What follows belongs to an exercise in optimizing a design on an open flow for small area; a production flow would make more cautious choices.
Function was checked by simulation only, so behaviour that the tests miss may differ from the original.
No activity file was given, so power comes from the tool's default toggle rates.

`config.mk`:
```
export PLATFORM = sky130hd
export DESIGN_NAME = kbot_can_engine
export DESIGN_NICKNAME = kbot_can_engine
export VERILOG_FILES = /design/flow/design.v
export SDC_FILE = /design/flow/constraint.sdc
export NUM_CORES = 4
export LEC_CHECK = 0
export CAP_MARGIN = 20
export CORE_AREA = 5 5 255 255
export DIE_AREA = 0 0 260 260
export SLEW_MARGIN = 20
```
`design.v`:
```
module kce_codec (
    input  wire [3:0]  op,
    input  wire [7:0]  arg,
    input  wire [28:0] raw_id,
    input  wire [3:0]  len,
    input  wire [63:0] data,
    input  wire [15:0] fault,
    output reg  [2:0]  code,
    output reg  [63:0] res
);
    localparam [2:0] C_OK = 3'd0, C_DECLEN = 3'd3, C_UNREC = 3'd4;
    localparam [12:0] T_CONTROL = 13'h1001, T_QUERY = 13'h1002,
                      T_STATUS  = 13'h1003, T_POWER = 13'h1004;
    localparam [7:0]  BOARD_ADDR = 8'hAA;
    reg [12:0] enc_type;
    always @(*) begin
        case (arg[1:0])
            2'd0: enc_type = T_CONTROL;
            2'd1: enc_type = T_QUERY;
            2'd2: enc_type = T_STATUS;
            default: enc_type = T_POWER;
        endcase
    end
    wire [7:0]  dec_addr = raw_id[7:0];
    wire [12:0] dec_type = raw_id[20:8];
    wire        dec_for_us = (dec_addr == BOARD_ADDR);
    reg         dec_mt_valid;
    reg  [1:0]  dec_mt;
    always @(*) begin
        dec_mt_valid = 1'b1;
        dec_mt = 2'd0;
        case (dec_type)
            T_CONTROL: dec_mt = 2'd0;
            T_QUERY:   dec_mt = 2'd1;
            T_STATUS:  dec_mt = 2'd2;
            T_POWER:   dec_mt = 2'd3;
            default:   dec_mt_valid = 1'b0;
        endcase
    end
    wire [63:0] ctl_bytes = {7'd0, arg[0], 7'd0, arg[1], 7'd0, arg[2], 7'd0, arg[3],
                             7'd0, arg[4], 7'd0, arg[5], 7'd0, arg[6], 7'd0, arg[7]};
    always @(*) begin
        code = C_OK;
        res  = 64'd0;
        case (op)
            4'h1: res = {34'd0, 1'b1, 8'd0, enc_type, BOARD_ADDR};
            4'h2: begin
                res  = {39'd0, dec_mt, dec_mt_valid, dec_for_us, dec_type, dec_addr};
                code = dec_mt_valid ? C_OK : C_UNREC;
            end
            4'h3: res = ctl_bytes;
            4'h4: res = 64'd0;
            4'h5, 4'h6: begin
                if (len < 4'd8) code = C_DECLEN;
                else            res  = data;
            end
            4'h7: res = {56'd0, fault[7:0]};
            default: ;
        endcase
    end
endmodule
module kce_seq (
    input  wire        clk,
    input  wire        rst,
    input  wire        start_q,
    input  wire        start_s,
    input  wire [31:0] start_timeout,
    input  wire        cancel,
    input  wire        tick,
    output wire        idle,
    output wire        streaming,
    output reg         tx_req,
    output reg  [28:0] tx_id,
    output reg  [63:0] tx_data,
    input  wire        tx_done,
    input  wire        tx_err,
    output reg         rx_valid,
    output reg  [9:0]  rx_wait,
    input  wire        rx_ready,
    input  wire [1:0]  rx_kind,
    input  wire [28:0] rx_id,
    input  wire [3:0]  rx_len,
    input  wire [63:0] rx_data,
    output reg         done_valid,
    output reg  [2:0]  done_code,
    output wire [63:0] done_st,
    output reg         done_pw_valid,
    output wire [63:0] done_pw,
    output reg         done_dis_failed,
    output reg         sink_valid,
    output wire        sink_st_valid,
    output wire [63:0] sink_st,
    output wire        sink_pw_valid,
    output wire [63:0] sink_pw
);
    localparam [2:0] IDLE = 3'd0, Q_SEND = 3'd1, Q_CHECK = 3'd2, Q_RECV = 3'd3,
                     S_ENABLE = 3'd4, S_RECV = 3'd5, S_CHECK = 3'd6, S_DISABLE = 3'd7;
    localparam [2:0] C_OK = 3'd0, C_TERR = 3'd1, C_NORESP = 3'd2;
    localparam [28:0] ID_CONTROL = 29'h001001AA, ID_QUERY = 29'h001002AA;
    localparam [63:0] CTL_AUTOREPORT = 64'h0000_0000_0000_0100;
    localparam [9:0]  RXWAIT_QUERY = 10'd100, RXWAIT_STREAM = 10'd500;
    reg [2:0]  phase;
    reg [31:0] elapsed;
    reg [31:0] timeout;
    reg        cancel_req;
    reg        snap_st_valid, snap_pw_valid, qp_valid;
    reg [63:0] snap_st, snap_pw, qp;
    assign idle      = (phase == IDLE);
    assign streaming = phase[2];
    assign done_st       = snap_st;
    assign done_pw       = qp;
    assign sink_st_valid = snap_st_valid;
    assign sink_st       = snap_st;
    assign sink_pw_valid = snap_pw_valid;
    assign sink_pw       = snap_pw;
    wire rx_for_us  = (rx_id[7:0] == 8'hAA);
    wire rx_len_ok  = (rx_len >= 4'd8);
    wire rx_frame   = rx_ready && (rx_kind == 2'd1);
    wire rx_error   = rx_ready && rx_kind[1];
    wire got_status = rx_frame && rx_for_us && (rx_id[20:8] == 13'h1003) && rx_len_ok;
    wire got_power  = rx_frame && rx_for_us && (rx_id[20:8] == 13'h1004) && rx_len_ok;
    always @(*) begin
        tx_req  = 1'b0;
        tx_id   = ID_CONTROL;
        tx_data = 64'd0;
        case (phase)
            Q_SEND:    begin tx_req = 1'b1; tx_id = ID_QUERY; end
            S_ENABLE:  begin tx_req = 1'b1; tx_data = CTL_AUTOREPORT; end
            S_DISABLE: begin tx_req = 1'b1; end
            default: ;
        endcase
        rx_valid = (phase == Q_RECV) || (phase == S_RECV);
        rx_wait  = (phase == S_RECV) ? RXWAIT_STREAM : RXWAIT_QUERY;
    end
    always @(posedge clk) begin
        if (rst) begin
            phase           <= IDLE;
            cancel_req      <= 1'b0;
            snap_st_valid   <= 1'b0;
            snap_pw_valid   <= 1'b0;
            qp_valid        <= 1'b0;
            done_valid      <= 1'b0;
            done_code       <= C_OK;
            done_pw_valid   <= 1'b0;
            done_dis_failed <= 1'b0;
            sink_valid      <= 1'b0;
        end else begin
            done_valid <= 1'b0;
            sink_valid <= 1'b0;
            if ((phase == Q_CHECK || phase == Q_RECV) && tick && elapsed != 32'hFFFF_FFFF)
                elapsed <= elapsed + 32'd1;
            if (cancel && streaming)
                cancel_req <= 1'b1;
            case (phase)
                IDLE: begin
                    if (start_q) begin
                        timeout  <= start_timeout;
                        qp_valid <= 1'b0;
                        phase    <= Q_SEND;
                    end else if (start_s) begin
                        cancel_req <= 1'b0;
                        phase      <= S_ENABLE;
                    end
                end
                Q_SEND: begin
                    if (tx_done) begin
                        if (tx_err) begin
                            done_valid    <= 1'b1;
                            done_code     <= C_TERR;
                            done_pw_valid <= 1'b0;
                            phase         <= IDLE;
                        end else begin
                            elapsed <= 32'd0;
                            phase   <= Q_CHECK;
                        end
                    end
                end
                Q_CHECK: begin
                    if (elapsed > timeout) begin
                        done_valid    <= 1'b1;
                        done_code     <= C_NORESP;
                        done_pw_valid <= 1'b0;
                        phase         <= IDLE;
                    end else begin
                        phase <= Q_RECV;
                    end
                end
                Q_RECV: begin
                    if (rx_ready) begin
                        phase <= Q_CHECK;
                        if (rx_error) begin
                            done_valid    <= 1'b1;
                            done_code     <= C_TERR;
                            done_pw_valid <= 1'b0;
                            phase         <= IDLE;
                        end else if (got_power) begin
                            qp            <= rx_data;
                            qp_valid      <= 1'b1;
                            snap_pw       <= rx_data;
                            snap_pw_valid <= 1'b1;
                        end else if (got_status) begin
                            snap_st       <= rx_data;
                            snap_st_valid <= 1'b1;
                            done_valid    <= 1'b1;
                            done_code     <= C_OK;
                            done_pw_valid <= qp_valid;
                            phase         <= IDLE;
                        end
                    end
                end
                S_ENABLE: begin
                    if (tx_done) begin
                        if (tx_err) begin
                            done_valid      <= 1'b1;
                            done_code       <= C_TERR;
                            done_dis_failed <= 1'b0;
                            cancel_req      <= 1'b0;
                            phase           <= IDLE;
                        end else begin
                            phase <= S_RECV;
                        end
                    end
                end
                S_RECV: begin
                    if (rx_ready) begin
                        phase <= S_CHECK;
                        if (rx_error) begin
                            done_valid      <= 1'b1;
                            done_code       <= C_TERR;
                            done_dis_failed <= 1'b0;
                            cancel_req      <= 1'b0;
                            phase           <= IDLE;
                        end else if (got_status) begin
                            snap_st       <= rx_data;
                            snap_st_valid <= 1'b1;
                            sink_valid    <= 1'b1;
                        end else if (got_power) begin
                            snap_pw       <= rx_data;
                            snap_pw_valid <= 1'b1;
                            sink_valid    <= 1'b1;
                        end
                    end
                end
                S_CHECK: begin
                    phase <= cancel_req ? S_DISABLE : S_RECV;
                end
                S_DISABLE: begin
                    if (tx_done) begin
                        done_valid      <= 1'b1;
                        done_code       <= C_OK;
                        done_dis_failed <= tx_err;
                        cancel_req      <= 1'b0;
                        phase           <= IDLE;
                    end
                end
                default: phase <= IDLE;
            endcase
        end
    end
endmodule
module kbot_can_engine (
    input  wire        clk,
    input  wire        rst,
    input  wire        cmd_valid,
    output wire        cmd_ready,
    input  wire [3:0]  cmd_op,
    input  wire [7:0]  cmd_arg,
    input  wire [28:0] cmd_id,
    input  wire [3:0]  cmd_len,
    input  wire [63:0] cmd_data,
    input  wire [15:0] cmd_fault,
    input  wire [31:0] cmd_timeout,
    input  wire        cmd_tdef,
    output reg         cpl_valid,
    output reg  [2:0]  cpl_code,
    output reg  [63:0] cpl_res,
    output wire        open_valid,
    input  wire        open_ready,
    input  wire        open_err,
    output wire        tx_valid,
    output wire [28:0] tx_id,
    output wire [63:0] tx_data,
    input  wire        tx_ready,
    input  wire        tx_err,
    output wire        rx_valid,
    output wire [9:0]  rx_wait,
    input  wire        rx_ready,
    input  wire [1:0]  rx_kind,
    input  wire [28:0] rx_id,
    input  wire        rx_ide,
    input  wire [3:0]  rx_len,
    input  wire [63:0] rx_data,
    input  wire        tick,
    output wire        done_valid,
    output wire [2:0]  done_code,
    output wire [63:0] done_st,
    output wire        done_pw_valid,
    output wire [63:0] done_pw,
    output wire        done_dis_failed,
    output wire        sink_valid,
    output wire        sink_st_valid,
    output wire [63:0] sink_st,
    output wire        sink_pw_valid,
    output wire [63:0] sink_pw
);
    localparam [3:0] OP_CONNECT = 4'h8, OP_SENDCTL = 4'h9, OP_SENDQRY = 4'hA,
                     OP_QRYSTS = 4'hB, OP_STREAM = 4'hC, OP_CANCEL = 4'hD;
    localparam [2:0] C_OK = 3'd0, C_TERR = 3'd1, C_BUSY = 3'd5, C_ILLEGAL = 3'd6;
    localparam [31:0] TIMEOUT_DEFAULT = 32'd1000;
    localparam [28:0] ID_CONTROL = 29'h001001AA, ID_QUERY = 29'h001002AA;
    localparam [1:0] CU_IDLE = 2'd0, CU_OPEN = 2'd1, CU_SEND = 2'd2;
    reg [1:0] cu_state;
    reg       connected;
    reg       cu_tx_on;      
    reg       snd_qry;       
    reg [7:0] snd_flags;     
    wire cmd_fire = cmd_valid && cmd_ready;
    assign cmd_ready = (cu_state == CU_IDLE);
    wire [2:0]  codec_code;
    wire [63:0] codec_res;
    kce_codec u_codec (
        .op(cmd_op), .arg(cmd_arg), .raw_id(cmd_id), .len(cmd_len),
        .data(cmd_data), .fault(cmd_fault), .code(codec_code), .res(codec_res)
    );
    wire        seq_idle;
    wire        seq_tx_req;
    wire [28:0] seq_tx_id;
    wire [63:0] seq_tx_data;
    wire        start_q = cmd_fire && cmd_op == OP_QRYSTS && seq_idle && connected;
    wire        start_s = cmd_fire && cmd_op == OP_STREAM && seq_idle && connected;
    wire        cancel  = cmd_fire && cmd_op == OP_CANCEL;
    kce_seq u_seq (
        .clk(clk), .rst(rst),
        .start_q(start_q), .start_s(start_s),
        .start_timeout(cmd_tdef ? TIMEOUT_DEFAULT : cmd_timeout),
        .cancel(cancel), .tick(tick),
        .idle(seq_idle), .streaming(),
        .tx_req(seq_tx_req), .tx_id(seq_tx_id), .tx_data(seq_tx_data),
        .tx_done(tx_ready && !cu_tx_on), .tx_err(tx_err),
        .rx_valid(rx_valid), .rx_wait(rx_wait), .rx_ready(rx_ready),
        .rx_kind(rx_kind), .rx_id(rx_id), .rx_len(rx_len), .rx_data(rx_data),
        .done_valid(done_valid), .done_code(done_code), .done_st(done_st),
        .done_pw_valid(done_pw_valid), .done_pw(done_pw),
        .done_dis_failed(done_dis_failed),
        .sink_valid(sink_valid), .sink_st_valid(sink_st_valid), .sink_st(sink_st),
        .sink_pw_valid(sink_pw_valid), .sink_pw(sink_pw)
    );
    wire [63:0] snd_ctl_bytes = {7'd0, snd_flags[0], 7'd0, snd_flags[1], 7'd0, snd_flags[2],
                                 7'd0, snd_flags[3], 7'd0, snd_flags[4], 7'd0, snd_flags[5],
                                 7'd0, snd_flags[6], 7'd0, snd_flags[7]};
    assign tx_valid = cu_tx_on || seq_tx_req;
    assign tx_id    = cu_tx_on ? (snd_qry ? ID_QUERY : ID_CONTROL) : seq_tx_id;
    assign tx_data  = cu_tx_on ? (snd_qry ? 64'd0 : snd_ctl_bytes) : seq_tx_data;
    assign open_valid = (cu_state == CU_OPEN);
    always @(posedge clk) begin
        if (rst) begin
            cu_state  <= CU_IDLE;
            connected <= 1'b0;
            cu_tx_on  <= 1'b0;
            cpl_valid <= 1'b0;
            cpl_code  <= C_OK;
        end else begin
            cpl_valid <= 1'b0;
            case (cu_state)
                CU_IDLE: begin
                    if (cmd_fire) begin
                        case (cmd_op)
                            OP_CONNECT: begin
                                if (!seq_idle) begin
                                    cpl_valid <= 1'b1;
                                    cpl_code  <= C_BUSY;
                                end else begin
                                    cu_state <= CU_OPEN;
                                end
                            end
                            OP_SENDCTL, OP_SENDQRY: begin
                                if (!connected) begin
                                    cpl_valid <= 1'b1;
                                    cpl_code  <= C_TERR;
                                end else begin
                                    snd_qry   <= (cmd_op == OP_SENDQRY);
                                    snd_flags <= cmd_arg;
                                    cu_state  <= CU_SEND;
                                end
                            end
                            OP_QRYSTS, OP_STREAM: begin
                                if (!seq_idle) begin
                                    cpl_valid <= 1'b1;
                                    cpl_code  <= C_BUSY;
                                end else if (!connected) begin
                                    cpl_valid <= 1'b1;
                                    cpl_code  <= C_TERR;
                                end
                            end
                            OP_CANCEL: ;
                            4'h0, 4'hE, 4'hF: begin
                                cpl_valid <= 1'b1;
                                cpl_code  <= C_ILLEGAL;
                            end
                            default: begin
                                cpl_valid <= 1'b1;
                                cpl_code  <= codec_code;
                                cpl_res   <= codec_res;
                            end
                        endcase
                    end
                end
                CU_OPEN: begin
                    if (open_ready) begin
                        if (!open_err) connected <= 1'b1;
                        cpl_valid <= 1'b1;
                        cpl_code  <= open_err ? C_TERR : C_OK;
                        cu_state  <= CU_IDLE;
                    end
                end
                CU_SEND: begin
                    if (cu_tx_on) begin
                        if (tx_ready) begin
                            cu_tx_on  <= 1'b0;
                            cpl_valid <= 1'b1;
                            cpl_code  <= tx_err ? C_TERR : C_OK;
                            cu_state  <= CU_IDLE;
                        end
                    end else if (!seq_tx_req) begin
                        cu_tx_on <= 1'b1;
                    end
                end
                default: cu_state <= CU_IDLE;
            endcase
        end
    end
endmodule
```
`run.sh`:
```
#!/bin/bash
# synth_recipe.tcl (not shown) runs the flow's synth.tcl, then flattens the netlist and writes it again
# the make line also repeats each setting of config.mk as NAME=value (left out here)
make -C /OpenROAD-flow-scripts/flow DESIGN_CONFIG=/design/flow/config.mk WORK_HOME=/design/flow/orfs CLKGATE_MAP_FILE= SYNTH_SCRIPT=/design/flow/synth_recipe.tcl finish
```
`constraint.sdc`:
```
create_clock -name core_clock -period 10.0 [get_ports {clk}]
set_input_delay 2.0000 -clock core_clock [delete_from_list [all_inputs] [get_ports {clk}]]
set_output_delay 2.0000 -clock core_clock [all_outputs]
set_load 0.01 [all_outputs]
```
==> run summary <==
==> layer usage <==
layer / global-route usage, % / wire length [um]
met1: 18.0 / 21200
met2: 27.3 / 29000
met3: 5.72 / 5510
met4: 4.93 / 1640
met5: 0 / 41
==> cells in the final DEF, fill, tap and decap left out, drive strengths merged, types with 4 or more instances in the layout <==
cell and n:
and3 7, nor4b 5, nand4 24, o31ai 5, a21oi 39, inv 61
clkinv 20, and2 47, nor4 15, or3 9, nand2 61, o21ai 22
edfxtp 329, a222oi 9, buf 15, a21o 7, nor2b 35, dfxtp 21
conb 91, a22o 13, nor2 60, nor3 22, or2 7, clkbuf 49
nor3b 5, clkdlybuf4s50 584, a31oi 4, nand2b 8, xnor2 19, a221oi 4
ha 40, nand3 24, bufinv 5, diode 6, xor2 13
==> tightest hold or removal path, cell delays in order (launching register included) <==
cell,delay [ns]
dfxtp_1,0.31
nand2_1,0.05
a21oi_1,0.05
==> how the worst max path moves through the flow <==
stage	start	to	slack [ns]	depth (start not counted)
final	rx_ready	u_seq.qp[7]	4.91	8
after global routing	rx_id[13]	u_seq.qp[51]	4.74	8
after CTS	rx_id[13]	u_seq.qp[7]	4.94	8
after detailed placement	rx_id[13]	u_seq.qp[46]	4.34	8
after global placement	rx_ready	u_seq.qp[56]	4.48	8
after floorplan	rx_id[2]	u_seq.qp[0]	1.98	5
==> kinds of logic (layout without fill, tap and decap cells) <==
family / after synthesis / after routing
xor+xnor: 32 / 32
compound gates: 141 / 141
simple gates: 343 / 343
flops: 350 / 350
buf+inv: 252 / 736
fa+ha+maj: 41 / 41
other cells: 2 / 97
mux: 3 / 3
==> registers in the layout (all words and copies together) (netlist names), 2 cells and up <==
register         count
u_seq.elapsed       32
u_seq.snap_pw       64
snd_flags            8
u_seq.phase          3
u_seq.timeout       32
cpl_res             64
cu_state             2
u_seq.done_code      2
u_seq.snap_st       64
u_seq.qp            64
cpl_code             3
==> power by group through the flow <==
stage	clock network (mW)	registers (mW)	logic, mW
after floorplan	0	1.69	0.218
after global placement	0	1.71	0.392
after detailed placement	0	1.71	0.398
after CTS	1.56	1.68	0.401
after global routing	1.63	1.68	0.439
final	1.51	1.68	0.401
==> cell type report <==
class                           count  area (um^2)  area share, %
Multi-Input combinational cell    651         4070           17.7
Inverter                           62          233           1.01
Tap cell                          837         1050           4.56
Sequential cell                   350        10300           44.8
Clock inverter                     26          280           1.22
Timing Repair Buffer              599         5960           25.9
Clock buffer                       49         1080           4.69
Antenna cell                        6         15.0         0.0653
==> metrics by stage <==
step / area (um^2) / instances
detailed placement: 21600 / 2499
global route: 23000 / 2575
floorplan: 15900 / 1253
global placement: 21600 / 2499
CTS: 23000 / 2574
finish: 23000 / 2580
==> run_results.csv <==
group,metric,value,unit
clock_tree,htree_levels,2,
global_route,grt_pass1_wl,78500,um
worst_setup_path,critical_path.top_delay_family,"simple AND/OR/NAND/NOR gates",
detailed_routing,first_iter_violations,797,
finish,final.fill_count,5888,
worst_setup_path,crit_fanout,51,
synth,yosysTopAreaCell,"edfxtp_1",
clock_tree,post-cts-setup-buffers,0,
pwr,combPwrFrac,11.2,%
synth,syn_area,15500,um^2
worst_setup_path,slowest_delay,0.64,ns
pwr,p_clk_share,42.1,%
clock_tree,clock_latency,0.55,ns
synth,synth.avg_cell_area,13.3,um^2
pwr,p_total,3.59,mW
timing,hold_ws,0.451,ns
pwr,p_switching,857,uW
worst_hold_path,holdCritPathClass,"flip-flop to flip-flop",
pwr,ir_drop,0.0000983,V
global_route,grt_use_total,15.7,%
detailed_routing,vias_per_cell,4.29,
synth,ys.flop_type,"edfxtp_1",
synth,synth_top_family_by_area,"simple AND/OR/NAND/NOR gates",
finish,drive_gt1_share,5.70,%
timing,worstMarginPinSlew,1.04,ns
global_route,grt_max_degree,66,
synth,ys_types,73,
worst_setup_path,crit_path_end_kind,"flip-flop",
finish,synthToLayoutAreaGrowth,48.0,%
timing,slew_violations,0,
synth,synth_seq_cells,350,
global_route,grt_antenna_before_repair,8,
pwr,p_leak,8.11,nW
detailed_routing,avgRoutedWirePerCell,22.2,um
worst_setup_path,r2r.worst_path.cells,5,
floorplan,die_y,260,um
worst_setup_path,reg2reg_to,"u_seq.snap_pw[29]",
synth,yosys.area_share.adder,3.29,%
timing,layout_min_cycle_time,5.09,ns
worst_setup_path,arrival,5.26,ns
synth,synthXorXnorAreaFrac,1.80,%
place,routabilityCongestion,0.840,
pwr,p_int,2.73,mW
worst_setup_path,critPathKind,"input port to flip-flop",
place,dp_hpwl,45300,um
worst_setup_path,worstPathCellList,"clkdlybuf4s50_1 > nor2b_1 > nand4_1 > nor2_1 > nand4_1 > nor3b_2 > buf_4 > buf_4",
synth,syn_inst,1164,
synth,synthArstFlopShare,0,%
synth,yosys.area.top_type_share,63.6,%
detailed_routing,drc,0,
detailed_routing,vias,11100,
timing,min_period_over_period,50.9,%
worst_hold_path,min_path_cells,2,
place,io_buffers,584,
clock_tree,cts_made_buffers,41,
timing,fin_worst_skew,0.0273,ns
status,status,"complete, no violations",
floorplan,rows,91,
place,dp_worst_setup_slack,4.34,ns
detailed_routing,drtPass1Iterations,5,
worst_setup_path,start_kind,"input port",
pwr,power_frac_seq,46.7,%
synth,synth_compound_area_share,6.30,%
clock_tree,root_buffer,"clkbuf_16",
timing,rsz0062_at_grt,"no",
detailed_routing,finalWirelength,57400,um
flow_run,max_cap_violations,0,
clock_tree,cts_tree,"yes",
timing,max_slew_margin,30.8,%
floorplan,core_area,61800,um^2
worst_setup_path,reg2reg_slack,6.99,ns
synth,ys_top_cells_by_area,"edfxtp_1 64%, buf_4 7.6%, ha_1 3.2%",
pwr,power_density,156,nW/um^2
detailed_routing,ant_nets,0,
worst_hold_path,whs_endpoint,"u_seq.done_dis_failed",
synth,yosysWarnings,3,
finish,layout.nets,2012,
clock_tree,cts_resized,0,
worst_setup_path,r2r-start,"u_seq.phase[2]",
timing,setup_tns,0,ns
timing,clock.fmax,0.196,GHz
timing,finalHoldViolations,0,
global_route,gr-total-overflow,0,
floorplan,initial_utilization,25.1,%
synth,synth_most_common_cell,"edfxtp_1",
worst_hold_path,hold_path_startpoint,"u_seq.done_dis_failed",
floorplan,die-width,260,um
synth,synth_edf_count,329,
floorplan,io_pins,707,
pwr,switching_share,23.9,%
clock_tree,clk_path_buf_depth,3,
worst_setup_path,crit_required,10.17,ns
synth,seq_area_frac_synth,66.3,%
clock_tree,cts_num_sinks,350,
clock_tree,clk_pin_slew,0.06,ns
floorplan,die_area,67600,um^2
synth,yosys-mux-area-fraction,0.193,%
clock_tree,cts_hold_buf,0,
timing,setup_viol,0,
worst_setup_path,worst-path-buf-inv,3,
global_route,grt_pass1_vias,11000,
synth,synth_common_cells,"329 x edfxtp_1, 157 x buf_4, 61 x nand2_1, 60 x inv_1, 59 x nor2_1",
timing,setup_ws,4.91,ns
synth,synth_simple_gate_area_share,12.1,%
finish,utilization,37.2,%
worst_setup_path,critPathSlowestCell,"buf_4",

[port drivers added, routing unchanged]
Ports are ideal in the flow. The routed layout listed here was re-timed in OpenROAD.
Step 1 (the two cells are an assumption about what drives the block):
set clk [get_ports {clk}]
set_driving_cell -lib_cell sky130_fd_sc_hd__clkbuf_16 $clk
set_driving_cell -lib_cell sky130_fd_sc_hd__buf_2 [delete_from_list [all_inputs] $clk]
Step 2 moves the port delays by t, midway between the first and last clock arrival at a register: inputs arrive t later, outputs are due t later. That takes back most of the time a late clock gives input paths.
Slacks: ideal ports / drivers / drivers and shift; pairs: ideal ports / drivers.
t, ns: 0.603
setup slack, ns: 4.910 / 4.902 / 4.299
latest minus earliest clock arrival (ns): 0.027 / 0.027
worst slew at a driven data input, ns: 0.13
cell pins on the clock port's net: 1
After both steps setup and hold are still met in this run. For this run, drivers alone change the setup slack by -0.008 ns; drivers and shift together by -0.611 ns.
